Background: an optimization exercise with open tools, aiming at small area, a short achievable clock period and few clock cycles. Do not read the settings as production practice. Where RTL was checked, it was by simulation tests only, not by an equivalence proof against the original. For runs 2 and 3, only the layout was checked, not whether the RTL still works. Power figures rest on the tool's default switching activity, not on a simulated workload.

### design/flow/config.mk
export PLATFORM = sky130hd
export DESIGN_NAME = dfwt_core
export DESIGN_NICKNAME = dfwt_core
export VERILOG_FILES = /design/flow/design.v
export SDC_FILE = /design/flow/constraint.sdc
export NUM_CORES = 4
export LEC_CHECK = 0
export CAP_MARGIN = 20
export CORE_MARGIN = 2
export CORE_UTILIZATION = 55
export SETUP_SLACK_MARGIN = 5
export SLEW_MARGIN = 20
### design/flow/design.v
module dfwt_ser (
    input  wire        clk,
    input  wire        rst,
    input  wire        push,
    input  wire [1:0]  push_kind,
    input  wire [31:0] push_val,
    input  wire        push_big,   
    input  wire        push_ge2,   
    input  wire        push_nz,    
    output wire        free,       
    output wire        idle,       
    input  wire        tr_reset,   
    output reg         gate,
    output reg  [31:0] timestep,
    output wire        out_valid,
    input  wire        out_ready,
    output wire [7:0]  out_byte
);
    reg        qv0, qv1;
    reg [7:0]  q0, q1;
    assign out_valid = qv0;
    assign out_byte  = q0;
    localparam K_NONE = 2'd0, K_FLUX = 2'd1, K_BYTE = 2'd2, K_WIDX = 2'd3;
    reg [1:0]  kind;
    reg [31:0] t;
    reg        big, ge2, nz;
    function [23:0] inc24(input [23:0] x);
        integer i, j;
        reg c, p;
        begin
            c = 1'b1;
            for (j = 0; j < 6; j = j + 1) begin
                p = c;
                for (i = 0; i < 4; i = i + 1) begin
                    inc24[4*j+i] = x[4*j+i] ^ p;
                    p = p & x[4*j+i];
                end
                c = c & (&x[4*j +: 4]);
            end
        end
    endfunction
    function [23:0] dec24(input [23:0] x);
        integer i, j;
        reg c, p;
        begin
            c = 1'b1;
            for (j = 0; j < 6; j = j + 1) begin
                p = c;
                for (i = 0; i < 4; i = i + 1) begin
                    dec24[4*j+i] = x[4*j+i] ^ p;
                    p = p & ~x[4*j+i];
                end
                c = c & ~(|x[4*j +: 4]);
            end
        end
    endfunction
    wire is_flux = (kind == K_FLUX);
    wire is_widx = (kind == K_WIDX);
    wire has     = (kind != K_NONE);
    wire        lo_z   = (t[6:0] == 7'd0);
    wire [6:0]  dec_lo = t[6:0] - 7'd1;
    wire [23:0] dec_hi = dec24(t[31:8]);
    wire [31:0] t_129  = lo_z ? {dec_hi, t[7], 7'h7F}
                              : (t[7] ? {t[31:8], 1'b0, dec_lo} : {dec_hi, 1'b1, dec_lo});
    wire        hi9_nz = (t[31:9] != 23'd0);
    wire        gt258  = hi9_nz || (t[8] && (t[7:2] != 6'd0 || t[1:0] == 2'd3));   
    wire        ge131  = hi9_nz || t[8] || (t[7] && (t[6:2] != 5'd0 || t[1:0] == 2'd3));  
    wire [5:0]  widx_k = big ? 6'd63 : t[5:0];
    wire [15:0] t_widx = t[15:0] - 16'd63;    
    wire        gt126  = (t[15:7] != 9'd0) || (t[6:0] == 7'h7F);                 
    reg [7:0] nbyte;
    always @(*) begin
        case (kind)
            K_FLUX: begin
                if (big)      nbyte = 8'hFF;
                else if (ge2) nbyte = {1'b1, t[6:0] - 7'd2};
                else if (nz)  nbyte = {7'd0, gate};
                else          nbyte = 8'h02;
            end
            K_BYTE:  nbyte = t[7:0];
            default: nbyte = {2'b01, widx_k};
        endcase
    end
    wire [7:0] inc = q0[7] ? {1'b0, q0[6:0]} + 8'd2
                           : {7'd0, (q0[7:2] == 6'd0)};
    wire [8:0] ts_lo = {1'b0, timestep[7:0]} + {1'b0, inc};
    reg        ts_c;
    wire take   = qv0 && out_ready;
    wire ld_out = has && !qv1;           
    wire last   = is_flux ? !nz : is_widx ? !big : 1'b1;
    assign free = !has || (ld_out && last);
    assign idle = !has && !qv0 && !ts_c;
    always @(posedge clk) begin
        if (rst) begin
            kind      <= K_NONE;
            qv0       <= 1'b0;
            qv1       <= 1'b0;
            gate      <= 1'b0;
            timestep  <= 32'd0;
            ts_c      <= 1'b0;
        end else begin
            if (ts_c)
                timestep[31:8] <= inc24(timestep[31:8]);
            ts_c <= 1'b0;
            if (take) begin
                timestep[7:0] <= ts_lo[7:0];
                ts_c          <= ts_lo[8];
            end
            if (take) begin
                qv1 <= 1'b0;
                if (!qv1) qv0 <= ld_out;
                else      qv1 <= ld_out;
            end else if (ld_out) begin
                if (!qv0) qv0 <= 1'b1;
                else      qv1 <= 1'b1;
            end
            if (ld_out && kind == K_BYTE && !t[5]) gate <= t[0];
            if (tr_reset) begin
                gate     <= 1'b0;
                timestep <= 32'd0;
            end
            if (push)
                kind <= push_kind;
            else if (ld_out && last)
                kind <= K_NONE;
        end
        if (take || !qv0)
            q0 <= qv1 ? q1 : nbyte;
        if (qv0 && (take ? qv1 : !qv1))
            q1 <= nbyte;
        if (push) begin
            t   <= push_val;
            big <= push_big;
            ge2 <= push_ge2;
            nz  <= push_nz;
        end else if (ld_out) begin
            if (is_widx) begin
                t   <= {16'd0, t_widx};
                big <= gt126;
            end else if (big) begin
                t   <= t_129;
                big <= gt258;
                ge2 <= ge131;
                nz  <= 1'b1;
            end else begin
                ge2 <= 1'b0;
                nz  <= 1'b0;
            end
        end
    end
endmodule
module dfwt_core (
    input  wire        clk,
    input  wire        rst,
    input  wire        op_valid,
    output wire        op_ready,
    input  wire [3:0]  op_code,
    input  wire [31:0] op_arg,
    input  wire [5:0]  op_len,
    output wire        out_valid,
    input  wire        out_ready,
    output wire [7:0]  out_byte,
    output wire        busy,
    output wire [15:0] crc,
    output wire [31:0] timestep,
    output wire        gate
);
    localparam OP_CRC_INIT  = 4'h0, OP_CRC_RESET = 4'h1, OP_CRC_BYTE = 4'h2,
               OP_MFM       = 4'h3, OP_FM        = 4'h4, OP_RAW      = 4'h5,
               OP_MFM_CRC   = 4'h6, OP_CONFIG    = 4'h7, OP_FLUSH    = 4'h8,
               OP_BT_RESET  = 4'h9, OP_WRGATE    = 4'hA, OP_FLUX     = 4'hB,
               OP_WAIT_IDX  = 4'hC, OP_STOP      = 4'hD, OP_TR_RESET = 4'hE;
    localparam S_IDLE = 2'd0, S_CELLS = 2'd1, S_PAD = 2'd2, S_EXEC = 2'd3;
    localparam K_FLUX = 2'd1, K_BYTE = 2'd2, K_WIDX = 2'd3;
    function [15:0] crc_byte(input [15:0] c, input [7:0] b);
        integer i;
        reg [15:0] x;
        begin
            x = c ^ {b, 8'h00};
            for (i = 0; i < 8; i = i + 1)
                x = x[15] ? ((x << 1) ^ 16'h1021) : (x << 1);
            crc_byte = x;
        end
    endfunction
    reg [1:0]  state;
    reg [15:0] crc_cur, crc_init;
    reg        last_bit;
    reg [14:0] half_r;
    reg [7:0]  precomp_r;
    reg [31:0] cell_buf;
    reg [4:0]  idx;       
    reg        enc;       
    reg        fm;
    reg [1:0]  pad_cnt;
    reg [3:0]  x_code;
    reg [5:0]  sr;
    reg [2:0]  warm;      
    reg [15:0] fw_lo, fw_hi;
    reg [1:0]  fw_c;
    reg        fw_b;
    reg        pend;      
    reg        zb;        
    reg        mp, mm;    
    reg        busy_r;
    reg [1:0]  crc_op;
    reg        rdy;       
    wire       ser_free, ser_idle;
    reg        push, tr_reset;
    reg [1:0]  push_kind;
    reg [31:0] push_val;
    reg        push_big, push_ge2, push_nz;
    dfwt_ser u_ser (
        .clk(clk), .rst(rst),
        .push(push), .push_kind(push_kind), .push_val(push_val),
        .push_big(push_big), .push_ge2(push_ge2), .push_nz(push_nz),
        .free(ser_free), .idle(ser_idle), .tr_reset(tr_reset),
        .gate(gate), .timestep(timestep),
        .out_valid(out_valid), .out_ready(out_ready), .out_byte(out_byte)
    );
    assign op_ready = rdy;
    assign busy     = busy_r;
    assign crc      = crc_cur;
    wire op_fire = op_valid && op_ready;
    wire [15:0] crc_nx  = crc_byte(crc_cur, cell_buf[7:0]);
    localparam C_NONE = 2'd0, C_INIT = 2'd1, C_RESET = 2'd2, C_BYTE = 2'd3;
    wire [15:0] crc_now = (crc_op == C_INIT)  ? cell_buf[15:0] :
                          (crc_op == C_RESET) ? crc_init :
                          (crc_op == C_BYTE)  ? crc_nx : crc_cur;
    wire [4:0] sel   = enc ? {1'b0, idx[4:1]} : idx;
    wire       d     = cell_buf[sel];
    wire       clkc  = fm | ~(last_bit | d);
    wire       cbit  = (state == S_CELLS) && ((enc && idx[0]) ? clkc : d);
    wire       lowering = (state == S_CELLS) || (state == S_PAD);
    wire       real_x   = warm[2];
    wire       judge    = real_x && sr[3];
    wire       step     = lowering && !(judge && !ser_free);
    wire [1:0]  fw_d    = fw_c - {1'b0, fw_b};
    wire [15:0] fw_hr   = fw_hi + {{14{fw_d[1]}}, fw_d};
    wire [31:0] fw_val  = {fw_hr, fw_lo};
    wire [16:0] pmx     = mm ? {9'h0FF, ~precomp_r} : mp ? {9'd0, precomp_r} : 17'd0;
    wire [16:0] lo_b    = zb ? 17'd0 : {1'b0, fw_lo};
    wire [16:0] hf      = {2'd0, half_r};
    wire [16:0] cs_s    = lo_b ^ pmx ^ hf;
    wire [16:0] cs_c    = (lo_b & pmx) | (lo_b & hf) | (pmx & hf);
    wire [17:0] lo_sum  = {1'b0, cs_s} + {cs_c, mm};
    wire [4:0]  w_next  = {sr[3:0], cbit};
    wire        real_n  = warm[2] || (warm[1:0] == 2'd3);
    wire        hr_z    = (fw_d == 2'd0) ? (fw_hi == 16'h0000) :
                          (fw_d == 2'd1) ? (fw_hi == 16'hFFFF) :
                          (fw_d == 2'd3) ? (fw_hi == 16'h0001) : 1'b0;
    wire        fw_hz   = hr_z && (fw_lo[15:8] == 8'd0);
    wire        fw_big  = !fw_hz || (fw_lo[7] && fw_lo[6:1] != 6'd0);
    wire        fw_ge2  = !fw_hz || (fw_lo[7:1] != 7'd0);
    wire        cb_hz   = (cell_buf[31:8] == 24'd0);
    wire        cb_big  = !cb_hz || (cell_buf[7] && cell_buf[6:1] != 6'd0);
    wire        cb_ge2  = !cb_hz || (cell_buf[7:1] != 7'd0);
    wire        cb_wbig = (cell_buf[15:6] != 10'd0);
    wire flush_op = (op_code[3] && (op_code != 4'hF)) || (op_code == OP_CONFIG);
    always @(*) begin
        push      = 1'b0;
        push_kind = K_FLUX;
        push_val  = cell_buf;
        tr_reset  = 1'b0;
        push_big  = cb_big;
        push_ge2  = cb_ge2;
        push_nz   = cb_ge2 || cell_buf[0];
        if (state == S_EXEC) begin
            case (x_code)
                OP_WRGATE:   begin push = ser_free; push_kind = K_BYTE; push_val = {31'd0, cell_buf[0]}; end
                OP_FLUX:     push = ser_free;
                OP_WAIT_IDX: begin push = ser_free && (cell_buf[15:0] != 16'd0); push_kind = K_WIDX; push_val = {16'd0, cell_buf[15:0]}; push_big = cb_wbig; end
                OP_STOP:     begin push = ser_free; push_kind = K_BYTE; push_val = 32'h3F; end
                OP_TR_RESET: tr_reset = ser_idle;
                default: ;
            endcase
        end else if (step && judge) begin
            push     = 1'b1;
            push_val = fw_val;
            push_big = fw_big;
            push_ge2 = fw_ge2;
            push_nz  = fw_ge2 || fw_lo[0];
        end
    end
    always @(posedge clk) begin
        if (rst) begin
            state     <= S_IDLE;
            crc_cur   <= 16'hFFFF;
            crc_init  <= 16'hFFFF;
            last_bit  <= 1'b0;
            half_r    <= 15'd200;
            precomp_r <= 8'd0;
            sr        <= 6'd0;
            warm      <= 3'd0;
            pend      <= 1'b0;
            zb        <= 1'b1;
            mp        <= 1'b0;
            mm        <= 1'b0;
            busy_r    <= 1'b0;
            crc_op    <= C_NONE;
            rdy       <= 1'b1;
        end else begin
            crc_cur <= crc_now;
            if (crc_op == C_INIT) crc_init <= cell_buf[15:0];
            crc_op <= C_NONE;
            busy_r <= (state != S_IDLE) || op_fire || !ser_idle;
            case (state)
                S_IDLE: if (op_fire) begin
                    case (op_code)
                        OP_CRC_INIT:  crc_op <= C_INIT;
                        OP_CRC_RESET: crc_op <= C_RESET;
                        OP_CRC_BYTE:  crc_op <= C_BYTE;
                        OP_MFM, OP_FM: begin
                            if (op_arg[8]) crc_op <= C_BYTE;
                            state    <= S_CELLS;
                            rdy      <= 1'b0;
                        end
                        OP_RAW: if (!op_len[5] || (op_len[4:0] == 5'd0)) begin
                            last_bit <= op_arg[0];
                            if (op_len != 6'd0) begin
                                state <= S_CELLS;
                                rdy   <= 1'b0;
                            end
                        end
                        OP_MFM_CRC: begin
                            state <= S_CELLS;
                            rdy   <= 1'b0;
                        end
                        OP_BT_RESET: begin
                            last_bit <= 1'b0;
                            state    <= pend ? S_PAD : S_EXEC;
                            rdy      <= 1'b0;
                        end
                        default: if (flush_op) begin
                            state <= pend ? S_PAD : S_EXEC;
                            rdy   <= 1'b0;
                        end
                    endcase
                end
                S_EXEC: begin
                    case (x_code)
                        OP_CONFIG: begin
                            half_r    <= cell_buf[15:1];
                            precomp_r <= cell_buf[23:16];
                            state     <= S_IDLE;
                            rdy       <= 1'b1;
                        end
                        OP_WRGATE, OP_FLUX, OP_STOP:
                            if (ser_free) begin
                                state <= S_IDLE;
                                rdy   <= 1'b1;
                            end
                        OP_WAIT_IDX:
                            if (ser_free || cell_buf[15:0] == 16'd0) begin
                                state <= S_IDLE;
                                rdy   <= 1'b1;
                            end
                        OP_TR_RESET:
                            if (ser_idle) begin
                                state <= S_IDLE;
                                rdy   <= 1'b1;
                            end
                        default: begin
                            state <= S_IDLE;
                            rdy   <= 1'b1;
                        end
                    endcase
                end
                default: ;
            endcase
            if (step) begin
                sr   <= {sr[4:0], cbit};
                pend <= 1'b1;
                zb   <= !real_n || sr[2];
                mp   <= (w_next == 5'b00101);
                mm   <= (w_next == 5'b10100);
                if (!real_x)
                    warm <= warm + 3'd1;
                if (state == S_CELLS) begin
                    if (enc && !idx[0]) last_bit <= d;
                    if (idx == 5'd0) begin
                        state <= S_IDLE;
                        rdy   <= 1'b1;
                    end
                end else if (pad_cnt == 2'd3) begin
                    sr    <= 6'd0;
                    warm  <= 3'd0;
                    pend  <= 1'b0;
                    zb    <= 1'b1;
                    mp    <= 1'b0;
                    mm    <= 1'b0;
                    state <= S_EXEC;
                end
            end
        end
        if (step) begin
            fw_lo <= lo_sum[15:0];
            fw_hi <= zb ? 16'd0 : fw_hr;
            fw_c  <= lo_sum[17:16];
            fw_b  <= mm;
        end
        if (rdy) begin
            x_code   <= op_code;
            pad_cnt  <= 2'd0;
            enc      <= (op_code != OP_RAW);
            fm       <= (op_code == OP_FM);
            cell_buf <= (op_code == OP_MFM_CRC) ? {16'd0, crc_now} : op_arg;
            idx      <= (op_code == OP_RAW) ? op_len[4:0] - 5'd1 :
                        (op_code == OP_MFM_CRC) ? 5'd31 : 5'd15;
        end else if (step) begin
            idx     <= idx - 5'd1;
            pad_cnt <= pad_cnt + 2'd1;
        end
    end
endmodule
### design/flow/standard.sh
#!/bin/bash
# synth_recipe.tcl (not shown) runs the flow's synth.tcl, then flattens the netlist and writes it again
# the make line also repeats each setting of config.mk as NAME=value (left out here)
make -C /OpenROAD-flow-scripts/flow DESIGN_CONFIG=/design/flow/config.mk WORK_HOME=/design/flow/orfs CLKGATE_MAP_FILE= SYNTH_SCRIPT=/design/flow/synth_recipe.tcl "${@:-finish}"
### design/flow/constraint.sdc
create_clock -name core_clock -period 9.0 [get_ports {clk}]
set_input_delay 1.8000 -clock core_clock [delete_from_list [all_inputs] [get_ports {clk}]]
set_output_delay 1.8000 -clock core_clock [all_outputs]
set_load 0.01 [all_outputs]
### design/flow/flow/run.sh
#!/bin/bash
set -euo pipefail
bash standard.sh SETUP_SLACK_MARGIN=5.7 \
  "BUFFER_PORTS_ARGS=-buffer_cell sky130_fd_sc_hd__buf_1" \
  "CTS_ARGS=-sink_clustering_enable -repair_clock_nets -dont_use_dummy_load -sink_clustering_buffer sky130_fd_sc_hd__clkbuf_8 -sink_buffer_max_cap_derate 0.5" \
  finish > standard.log 2>&1
==> results_dict.tcl, run 1 <==
set metrics [dict create \
    crit_family "flip-flops" \
    drc 0 \
    cts_buffers 43 \
    multiInputGateArea_um2 8470 \
    path_max_fanout 3 \
    synthTopCellsByArea "edfxtp_1 26%, dfxtp_1 15%, ha_1 7.8%" \
    grt_use_total_pct 28.1 \
    cts_tree "built" \
    crit_buf_inv 1 \
    period_share_pct 40.9 \
    io_buffers 105 \
    fp.dieArea_um2 28600 \
    core_area_um2 26900 \
    cts_root_buf "clkbuf_1" \
    synth_common_cells "170 x nand2_1, 161 x a21oi_1, 159 x nor2_1" \
    synth_top_area_cell "edfxtp_1" \
    switching_share_pct 37.9 \
    start_util_pct 55.8 \
    critical-path-slowest-cell "dfxtp_4" \
    wl_per_cell_um 19.0 \
    nets 1956 \
    setup_tns_ps 0 \
    grt_max_degree 61 \
    p_seq_share_pct 42.7 \
    path_cells "buf_6" \
    timing.hold.ws_ps 443 \
    cp-end-kind "primary output" \
    ff_latch_area_um2 6230 \
    seq_area_frac_synth_pct 40.9 \
    slew_viol_final 0 \
    syn2layout_area_growth_pct 16.7 \
    vias 12700 \
    final_antenna_net_count 0 \
    min_period_ps 3680 \
    synth_edf_count 129 \
    hold_buffers 0 \
    combinationalPowerShare_pct 35.4 \
    fin_skew_ps 206 \
    max-vdd-ir-drop_mv 0.290 \
    cp_data_required_time_ps 7200 \
    ys_seq_elements 242 \
    cts_num_sinks 242 \
    grt_pass1_wl_um 64000 \
    ios 106 \
    syn_area_um2 15000 \
    p_int_uw 2220 \
    max_cap_violations 0 \
    dp_hpwl_um 28300 \
    die_h_um 169 \
    clk_path_buf_depth 3 \
    synth.most_common_cell "nand2_1" \
    p_leak_uw 0.00687 \
    cp-start-kind "flip-flop" \
    cts_max_level 2 \
    worstMarginPinSlew_ps 1060 \
    synth_top_area_share_pct 25.8 \
    async_flop_share_pct 0 \
    hold_path.class "flip-flop to flip-flop" \
    clock_latency_ps 1400 \
    ys.flop_type "edfxtp_1" \
    dr.pass1.iters 5 \
    synth_nets 1792 \
    p_sw_uw 1360 \
    grt_pass1_vias 12000 \
    yosys_warnings 2 \
    dpl_cell_area_um2 15600 \
    powerDensity_nw_per_um2 204 \
    rows 60 \
    layout-drive-gt1-share_pct 17.5 \
    status "finished clean" \
    gr-total-overflow 0 \
    max_stage_delay_ps 370 \
    critPathKind "flip-flop to primary output" \
    final_area_um2 17500 \
    grt_antenna_before_repair 1 \
    drt_iter0_drc 992 \
    rsz0062_at_grt "true" \
    clk_pin_slew_ps 80 \
    wirelength_um 40700 \
    timing.fmax_ghz 0.272 \
    ys_types 74 \
    slew_headroom_pct 28.8 \
    place.gp.congestion 0.893 \
    vias_per_cell 5.92 \
    avgSynthCellArea_um2 9.18 \
    arrival_ps 1880 \
    pwr-share-clk_pct 21.9 \
    hold_viol 0 \
    setup-violations-final 0 \
    synth_cells 1634 \
    fillers 2277 \
    fp.dieW_um 169 \
]
-- sequential cells by signal, summed over array words and instances, names as in the netlist, 5 cells and up --
signal	flops
u_ser.t	32
fw_hi	16
fw_lo	16
idx	5
precomp_r	8
crc_cur	16
cell_buf	32
half_r	15
crc_init	16
u_ser.q1	8
u_ser.timestep	32
u_ser.q0	8
-- power groups by stage --
stage | clock network (µW) | logic [µW] | registers [µW]
after floorplan | 0 | 870 | 1490
after global placement | 0 | 1180 | 1540
after detailed placement | 0 | 1190 | 1550
after CTS | 803 | 1230 | 1520
after global routing | 843 | 1400 | 1540
final | 784 | 1270 | 1530
-- per-layer routing --
layer	vias to the layer above	track usage (%)	wire, µm
met5	-	0	0
met4	0	7.54	812
met3	63	4.42	2610
met2	404	44.0	18600
met1	6059	40.8	18700
li1	6147	-	-
-- metrics by stage --
step	setup WS [ps]	total power (µW)	cells	utilization, %
6_report	5320	3580	2139	65.1
5_1_grt	5160	3780	2139	65.1
4_1_cts	5160	3550	2114	63.8
3_5_place_dp	4350	2740	2012	58.1
3_3_place_gp	4470	2730	2012	58.1
2_1_floorplan	5620	2360	1634	-
-- worst paths after layout --
kind,start,endpoint,slack [ps],cells after the start
worst max-delay path,crc_cur[3]$_SDFF_PP1_,crc[3],5320,1
worst min register to register,crc_init[6]$_SDFFE_PP1P_,crc_init[6]$_SDFFE_PP1P_,440,2
worst max register to register,mp$_SDFFE_PP0N_,fw_c[0]$_DFFE_PN_,5690,13
worst min-delay path,crc_init[6]$_SDFFE_PP1P_,crc_init[6]$_SDFFE_PP1P_,440,2
-- logic make-up after synthesis --
family	after synthesis	synth area share, %
multiplexers	65	5.12
AND/OR/NAND/NOR	581	18.6
buffers and inverters	161	4.19
AO/OA/AOI/OAI	376	15.3
flip-flops	242	40.9
XOR/XNOR	97	5.67
adder cells (fa/ha/maj)	112	10.2
-- layout make-up --
cell class | count | share of cell area (%)
tap | 341 | 2.44
inverter | 79 | 1.73
timing repair buffer | 200 | 8.71
multi-input combinational | 1232 | 48.4
sequential | 242 | 35.6
clock buffer | 43 | 3.10
antenna | 2 | 0.0286
-- cells in the final DEF, fill, tap and decap left out, types with 54 or more instances in the layout --
cell,synthesis,routed
buf_4,1,92
buf_6,1,54
nor2_1,159,157
edfxtp_1,129,129
ha_1,94,86
a21oi_1,161,157
inv_1,78,76
dfxtp_1,113,59
nand2_1,170,170
xnor2_1,56,56
-- repair_timing --
item / in CTS / in global routing
hold endpoints to repair: 0 / 0
resized for setup: 185 / 43
pin swaps: 5 / 15
buffers inserted: 59 / 22
cloned: 0 / 1
setup endpoints to repair: 188 / 116
Testbench counts, summed over its fixed seeds: cycles 205,357.
==> run 2, diff against run 1 <==
--- a/design/flow/design.v
+++ b/design/flow/design.v
@@ -200,7 +200,8 @@
     reg        fw_b;
     reg        pend;      
     reg        zb;        
-    reg        mp, mm;    
+    reg        mm;        
+    reg [16:0] pmx;       
     reg        busy_r;
     reg [1:0]  crc_op;
     reg        rdy;       
@@ -237,7 +238,6 @@
     wire [1:0]  fw_d    = fw_c - {1'b0, fw_b};
     wire [15:0] fw_hr   = fw_hi + {{14{fw_d[1]}}, fw_d};
     wire [31:0] fw_val  = {fw_hr, fw_lo};
-    wire [16:0] pmx     = mm ? {9'h0FF, ~precomp_r} : mp ? {9'd0, precomp_r} : 17'd0;
     wire [16:0] lo_b    = zb ? 17'd0 : {1'b0, fw_lo};
     wire [16:0] hf      = {2'd0, half_r};
     wire [16:0] cs_s    = lo_b ^ pmx ^ hf;
@@ -293,8 +293,8 @@
             warm      <= 3'd0;
             pend      <= 1'b0;
             zb        <= 1'b1;
-            mp        <= 1'b0;
             mm        <= 1'b0;
+            pmx       <= 17'd0;
             busy_r    <= 1'b0;
             crc_op    <= C_NONE;
             rdy       <= 1'b1;
@@ -371,8 +371,9 @@
                 sr   <= {sr[4:0], cbit};
                 pend <= 1'b1;
                 zb   <= !real_n || sr[2];
-                mp   <= (w_next == 5'b00101);
                 mm   <= (w_next == 5'b10100);
+                pmx  <= (w_next == 5'b10100) ? {9'h0FF, ~precomp_r} :
+                        (w_next == 5'b00101) ? {9'd0, precomp_r} : 17'd0;
                 if (!real_x)
                     warm <= warm + 3'd1;
                 if (state == S_CELLS) begin
@@ -386,8 +387,8 @@
                     warm  <= 3'd0;
                     pend  <= 1'b0;
                     zb    <= 1'b1;
-                    mp    <= 1'b0;
                     mm    <= 1'b0;
+                    pmx   <= 17'd0;
                     state <= S_EXEC;
                 end
             end
==> design/flow/flow/run.sh (replaced) <==
#!/bin/bash
set -euo pipefail
bash standard.sh SETUP_SLACK_MARGIN=5.7 \
  "BUFFER_PORTS_ARGS=-buffer_cell sky130_fd_sc_hd__buf_1" \
  "CTS_ARGS=-sink_clustering_enable -repair_clock_nets -dont_use_dummy_load" \
  finish > standard.log 2>&1
==> results_dict.tcl, run 2 <==
set metrics [dict create \
    worstRegToRegCells 9 \
    drc 0 \
    pwr-share-clk_pct 25.5 \
    ys.flop_type "edfxtp_1" \
    cts_max_level 1 \
    path_max_fanout 33 \
    die_h_um 170 \
    start_util_pct 56.2 \
    fin_skew_ps 19.0 \
    worstMarginPinSlew_ps 930 \
    synth_edf_count 129 \
    async_flop_share_pct 0 \
    worst-path-stages 9 \
    antennaDiodeCount 0 \
    dp_hpwl_um 27900 \
    max-vdd-ir-drop_mv 0.332 \
    avgSynthCellArea_um2 9.29 \
    max_stage_delay_ps 400 \
    syn_area_um2 15200 \
    clk_path_buf_depth 3 \
    combinationalPowerShare_pct 32.5 \
    synthTopCellsByArea "edfxtp_1 26%, dfxtp_1 16%, ha_1 7.7%" \
    cts_root_buf "clkbuf_16" \
    p_sw_uw 1370 \
    switching_share_pct 36.4 \
    clk_pin_slew_ps 60 \
    grt_pass1_vias 11600 \
    cts_num_sinks 249 \
    final_cell_mix "177 x nand2_1, 147 x nor2_1, 137 x a21oi_1" \
    timing.fmax_ghz 0.311 \
    ys_seq_elements 249 \
    drt_iter0_drc 1150 \
    synth.most_common_cell "nand2_1" \
    p_int_uw 2400 \
    multiInputGateArea_um2 8420 \
    synth_nets 1793 \
    grt_antenna_before_repair 0 \
    cp_data_required_time_ps 9200 \
    place.gp.congestion 0.899 \
    core_area_um2 27000 \
    startpoint "u_ser.kind[0]$_SDFFE_PP0P_" \
    r2r-start "u_ser.kind[0]$_SDFFE_PP0P_" \
    worst_path_most_repeated_cell "buf_4" \
    final_antenna_net_count 0 \
    p_seq_share_pct 42.0 \
    critical-path-slowest-cell "o31a_2" \
    p_leak_uw 0.00643 \
    gr-total-overflow 0 \
    ios 106 \
    synth_top_area_share_pct 25.5 \
    top_regs "cell_buf (32), u_ser.t (32), u_ser.timestep (32)" \
    wl_per_cell_um 19.2 \
    hold_viol 0 \
    rsz0062_at_grt "true" \
    dr.pass1.iters 6 \
    rrSetupSlack_ps 5790 \
    synth_cells 1635 \
    cts_buffers 28 \
    cts_tree "built" \
    slew_headroom_pct 37.5 \
    slew_viol_final 0 \
    min_period_ps 3210 \
    status "finished clean" \
    ys_types 73 \
    critPathKind "flip-flop to flip-flop" \
    syn2layout_area_growth_pct 11.0 \
    io_buffers 105 \
    synth_common_cells "179 x nand2_1, 148 x nor2_1, 139 x a21oi_1" \
    nets 1876 \
    setup_tns_ps 0 \
    yosys_warnings 2 \
    cp-end-kind "flip-flop" \
    r2r_end "u_ser.t[9]$_DFFE_PP_" \
    final_common_cell "nand2_1" \
    grt_pass1_wl_um 62300 \
    vias_per_cell 5.96 \
    hold_path.class "flip-flop to flip-flop" \
    endpoint "u_ser.t[9]$_DFFE_PP_" \
    synth_top_area_cell "edfxtp_1" \
    ff_latch_area_um2 6280 \
    seq_area_frac_synth_pct 41.3 \
    crit_buf_inv 2 \
    total_power_uw 3770 \
    max_cap_violations 0 \
    wirelength_um 39500 \
    clock_latency_ps 540 \
    rows 60 \
    crit_family "simple AND/OR/NAND/NOR gates" \
    arrival_ps 3420 \
    setup-violations-final 0 \
    path_cells "ha_1 -> buf_4 -> and3b_1 -> o31ai_2 -> and4_1 -> nor2b_4 -> buf_4 -> or2_2 -> o31a_2" \
    layout-drive-gt1-share_pct 7.63 \
    cp-start-kind "flip-flop" \
    period_share_pct 35.7 \
    fp.dieArea_um2 29000 \
    grt_max_degree 64 \
    fillers 2424 \
    fp.dieW_um 170 \
    powerDensity_nw_per_um2 224 \
    vias 12300 \
    grt_use_total_pct 27.3 \
]
-- run 2: changes by cell type after synthesis, sizes merged, moves of 9 or more --
cell and change:
a21oi -23, inv +20, nand2 +9, nor2 -11, nor4 -9, o21ai -16
o221ai +13
-- run 2: kinds of logic after synthesis --
logic type / after synthesis / synth area share (%)
fa+ha+maj: 112 / 10.1
flops: 249 / 41.3
xor+xnor: 102 / 5.88
compound gates: 358 / 15.2
simple gates: 570 / 17.8
mux: 61 / 4.89
buf+inv: 183 / 4.74
-- run 2: per-stage QoR --
| stage | hold WS (ps) | instances | utilization, % | area (µm²) | setup WS [ps] |
|---|---|---|---|---|---|
| floorplan | 422 | 1635 | - | 15200 | 5720 |
| finish | 438 | 2057 | 62.4 | 16900 | 5790 |
| global placement | 430 | 2011 | 58.5 | 15800 | 4210 |
| global route | 457 | 2057 | 62.4 | 16900 | 5650 |
| CTS | 442 | 2048 | 61.7 | 16700 | 5690 |
| detailed placement | 433 | 2012 | 58.5 | 15800 | 4070 |
-- run 2: cell type report --
type | instances | area share (%)
Multi-Input combinational cell | 1204 | 50.0
Sequential cell | 249 | 37.3
Clock buffer | 28 | 4.16
Timing Repair Buffer | 136 | 3.87
Tap cell | 341 | 2.53
Inverter | 99 | 2.20
-- run 2: power by group through the flow --
stage | Combinational (µW) | Sequential, µW | Clock (µW)
after global routing | 1340 | 1600 | 1020
after global placement | 1110 | 1590 | 0
after floorplan | 822 | 1510 | 0
final | 1230 | 1580 | 964
after CTS | 1160 | 1580 | 981
after detailed placement | 1110 | 1600 | 0
-- run 2: worst min-delay path: cells and delay by family, from the launching register on --
| kind | cells | cell delay, ps |
|---|---|---|
| flip-flops | 1 | 300 |
| AND/OR/NAND/NOR | 2 | 90 |
-- run 2: timing repair --
item                                    CTS  global route
hold buffers                              0             0
endpoints found under the setup margin  104            59
pin swaps                                 5            13
buffers inserted                          7             9
cloned                                    1             0
resized for setup                        20            26
-- run 2: how the worst min path moves through the flow --
| stage | from | to | slack, ps | depth (start not counted) |
|---|---|---|---|---|
| finish | crc_init[14]$_SDFFE_PP1P_ | crc_init[14]$_SDFFE_PP1P_ | 440 | 2 |
| global route | crc_init[3]$_SDFFE_PP1P_ | crc_init[3]$_SDFFE_PP1P_ | 460 | 2 |
| CTS | crc_init[14]$_SDFFE_PP1P_ | crc_init[14]$_SDFFE_PP1P_ | 440 | 2 |
| detailed placement | crc_init[14]$_SDFFE_PP1P_ | crc_init[14]$_SDFFE_PP1P_ | 430 | 2 |
| global placement | crc_init[2]$_SDFFE_PP1P_ | crc_init[2]$_SDFFE_PP1P_ | 430 | 2 |
| floorplan | crc_init[0]$_SDFFE_PP1P_ | crc_init[0]$_SDFFE_PP1P_ | 420 | 2 |
-- run 2: metal layers --
metal  global-route usage [%]  vias up  wire length (µm)
met1                     39.6     5829             18200
met2                     43.4      384             18100
li1                         -     5991                 -
met5                        0        -                 0
met4                     6.99        0               847
met3                     3.23       64              2420
==> run 3, diff against run 2 <==
--- a/design/flow/design.v
+++ b/design/flow/design.v
@@ -128,7 +128,7 @@
             q0 <= qv1 ? q1 : nbyte;
         if (qv0 && (take ? qv1 : !qv1))
             q1 <= nbyte;
-        if (push) begin
+        if (free) begin
             t   <= push_val;
             big <= push_big;
             ge2 <= push_ge2;
==> results_dict.tcl, run 3 <==
set metrics [dict create \
    status "finished clean" \
    synth_top_area_cell "edfxtp_1" \
    timing.hold.ws_ps 439 \
    max_cap_violations 0 \
    seq_area_frac_synth_pct 41.3 \
    clk_pin_slew_ps 60 \
    p_leak_uw 0.00649 \
    synth_nets 1804 \
    setup_tns_ps 0 \
    dr.pass1.iters 5 \
    cp-start-kind "flip-flop" \
    ys.flop_type "edfxtp_1" \
    fp.dieW_um 170 \
    syn2layout_area_growth_pct 12.5 \
    slew_headroom_pct 28.4 \
    drc 0 \
    min_period_ps 3360 \
    synth_cells 1646 \
    antennaDiodeCount 0 \
    layout-drive-gt1-share_pct 8.87 \
    cts_root_buf "clkbuf_16" \
    grt_max_degree 57 \
    slew_viol_final 0 \
    ys_seq_elements 249 \
    synth_top_area_share_pct 25.5 \
    die_h_um 170 \
    ios 106 \
    worstMarginPinSlew_ps 1070 \
    cts_buffers 28 \
    final_cell_mix "183 x nand2_1, 136 x nor2_1, 135 x a21oi_1" \
    final_antenna_net_count 0 \
    place.gp.congestion 0.893 \
    period_share_pct 37.3 \
    synth_edf_count 129 \
    nets 1896 \
    io_buffers 105 \
    syn_area_um2 15200 \
    async_flop_share_pct 0 \
    clock_latency_ps 530 \
    avgSynthCellArea_um2 9.24 \
    vias 12400 \
    wl_per_cell_um 19.0 \
    cp-end-kind "flip-flop" \
    path_max_fanout 5 \
    drt_iter0_drc 866 \
    critPathKind "flip-flop to flip-flop" \
    grt_pass1_vias 12100 \
    start_util_pct 56.3 \
    grt_use_total_pct 27.2 \
    cts_tree "built" \
    top_regs "cell_buf (32), u_ser.t (32), u_ser.timestep (32)" \
    gr-total-overflow 0 \
    rsz0062_at_grt "true" \
    max-vdd-ir-drop_mv 0.142 \
    grt_pass1_wl_um 62900 \
    final_common_cell "nand2_1" \
    hold_viol 0 \
    wirelength_um 39500 \
    synthTopCellsByArea "edfxtp_1 25%, dfxtp_1 16%, ha_1 7.7%" \
    core_area_um2 27000 \
    vias_per_cell 5.96 \
    cp_data_required_time_ps 9290 \
    dp_hpwl_um 27800 \
    synth_common_cells "184 x nand2_1, 140 x a21oi_1, 139 x nor2_1" \
    rows 60 \
    cts_max_level 1 \
    synth.most_common_cell "nand2_1" \
    powerDensity_nw_per_um2 199 \
    fp.dieArea_um2 29000 \
    setup-violations-final 0 \
    yosys_warnings 2 \
    cts_num_sinks 249 \
    grt_antenna_before_repair 0 \
    ys_types 68 \
    clk_path_buf_depth 3 \
    timing.fmax_ghz 0.298 \
    hold_path.class "flip-flop to flip-flop" \
    hold_buffers 0 \
    fin_skew_ps 16.1 \
    arrival_ps 3640 \
]
## run 3: timing repair
action | in CTS | in global routing
endpoints found under the setup margin | 79 | 39
gates cloned | 1 | 0
pin swaps | 14 | 9
setup buffers | 16 | 12
gates resized for setup | 25 | 44
## run 3: kinds of logic after synthesis
logic type | synth area share, %
AOI/OAI and AO/OA | 15.2
DFF | 41.3
buffers and inverters | 4.53
and+or+nand+nor | 18.4
muxes | 5.02
xor gates and xnor gates | 5.42
adders and majority gates | 10.1
## run 3: final timing paths
| check | depth (start not counted) | slack, ps | from | end |
|---|---|---|---|---|
| worst max-delay path | 13 | 5640 | zb$_SDFFE_PP1P_ | fw_c[0]$_DFFE_PP_ |
| worst min-delay path | 2 | 440 | crc_init[4]$_SDFFE_PP1P_ | crc_init[4]$_SDFFE_PP1P_ |
| worst max register to register | 13 | 5640 | zb$_SDFFE_PP1P_ | fw_c[0]$_DFFE_PP_ |
| worst min register to register | 2 | 440 | crc_init[4]$_SDFFE_PP1P_ | crc_init[4]$_SDFFE_PP1P_ |
## run 3: cell type report
| class | instances | area, µm² |
|---|---|---|
| Sequential cell | 249 | 6280 |
| Inverter | 97 | 372 |
| Fill cell | 2373 | 9920 |
| Tap cell | 341 | 427 |
| Multi-Input combinational cell | 1216 | 8570 |
| Timing Repair inverter | 1 | 6.26 |
| Clock buffer | 28 | 701 |
| Timing Repair Buffer | 145 | 744 |
## run 3: critical path, stage by stage (launching register included)
cell       delay (ps)
dfxtp_4           370
nand2b_4          150
fa_1              490
inv_2              50
ha_4              160
fa_2              350
a21oi_2           160
o21ai_2            70
o41a_1            340
a31o_4            260
o41ai_4           310
o2111ai_2         160
a21oi_2           160
xnor2_1            70
## run 3: metal layers
metal | share of wire (%) | global-route usage, %
met1 | 44 | 37.4
met2 | 47 | 44.5
met3 | 6.1 | 4.21
met4 | 2.7 | 8.21
met5 | 0 | 0
## run 3: where the power goes
part           switching, µW  internal, µW
clock network            423           541
registers                173          1350
logic                    540           371
## run 3: metrics by stage
stage	total power, µW	std cells	util (%)	worst slack, ps	instance area, µm²
5_1_grt	3570	2077	63.3	5540	17100
4_1_cts	3370	2065	62.2	5630	16800
3_5_place_dp	2370	2020	58.7	4450	15900
3_3_place_gp	2350	2020	58.7	4690	15900
6_report	3400	2077	63.3	5640	17100
2_1_floorplan	2110	1646	-	5530	15300

port drivers added, routing unchanged:
The flow's constraints put no driver on any port. The routed layouts listed below were extracted and timed again, unchanged, in two steps.
Step 1 (the two cells are an assumption about what drives the block):
set clk [get_ports {clk}]
set_driving_cell -lib_cell sky130_fd_sc_hd__clkbuf_16 $clk
set_driving_cell -lib_cell sky130_fd_sc_hd__buf_2 [delete_from_list [all_inputs] $clk]
Step 2 also shifts input and output timing later by t, the mid clock arrival at the registers, as if the neighbouring blocks saw the same clock.
Three values: ideal, step 1, step 2; two values: the first two.
run | t, ns | slack for setup (ns) | hold slack, ns | latest minus earliest clock arrival (ns)
run 1 | 1.341 | 5.317 / 5.271 / 5.069 | 0.443 / 0.443 / 0.443 | 0.207 / 0.206
run 2 | 0.579 | 5.786 / 5.786 / 5.294 | 0.438 / 0.438 / 0.438 | 0.019 / 0.019
run 3 | 0.575 | 5.643 / 5.643 / 5.257 | 0.439 / 0.439 / 0.439 | 0.018 / 0.017
After both steps setup and hold are still met in every run listed. The setup slack of run 2, which loses most, moves by 0.000 ns with the drivers and by -0.492 ns with both steps.
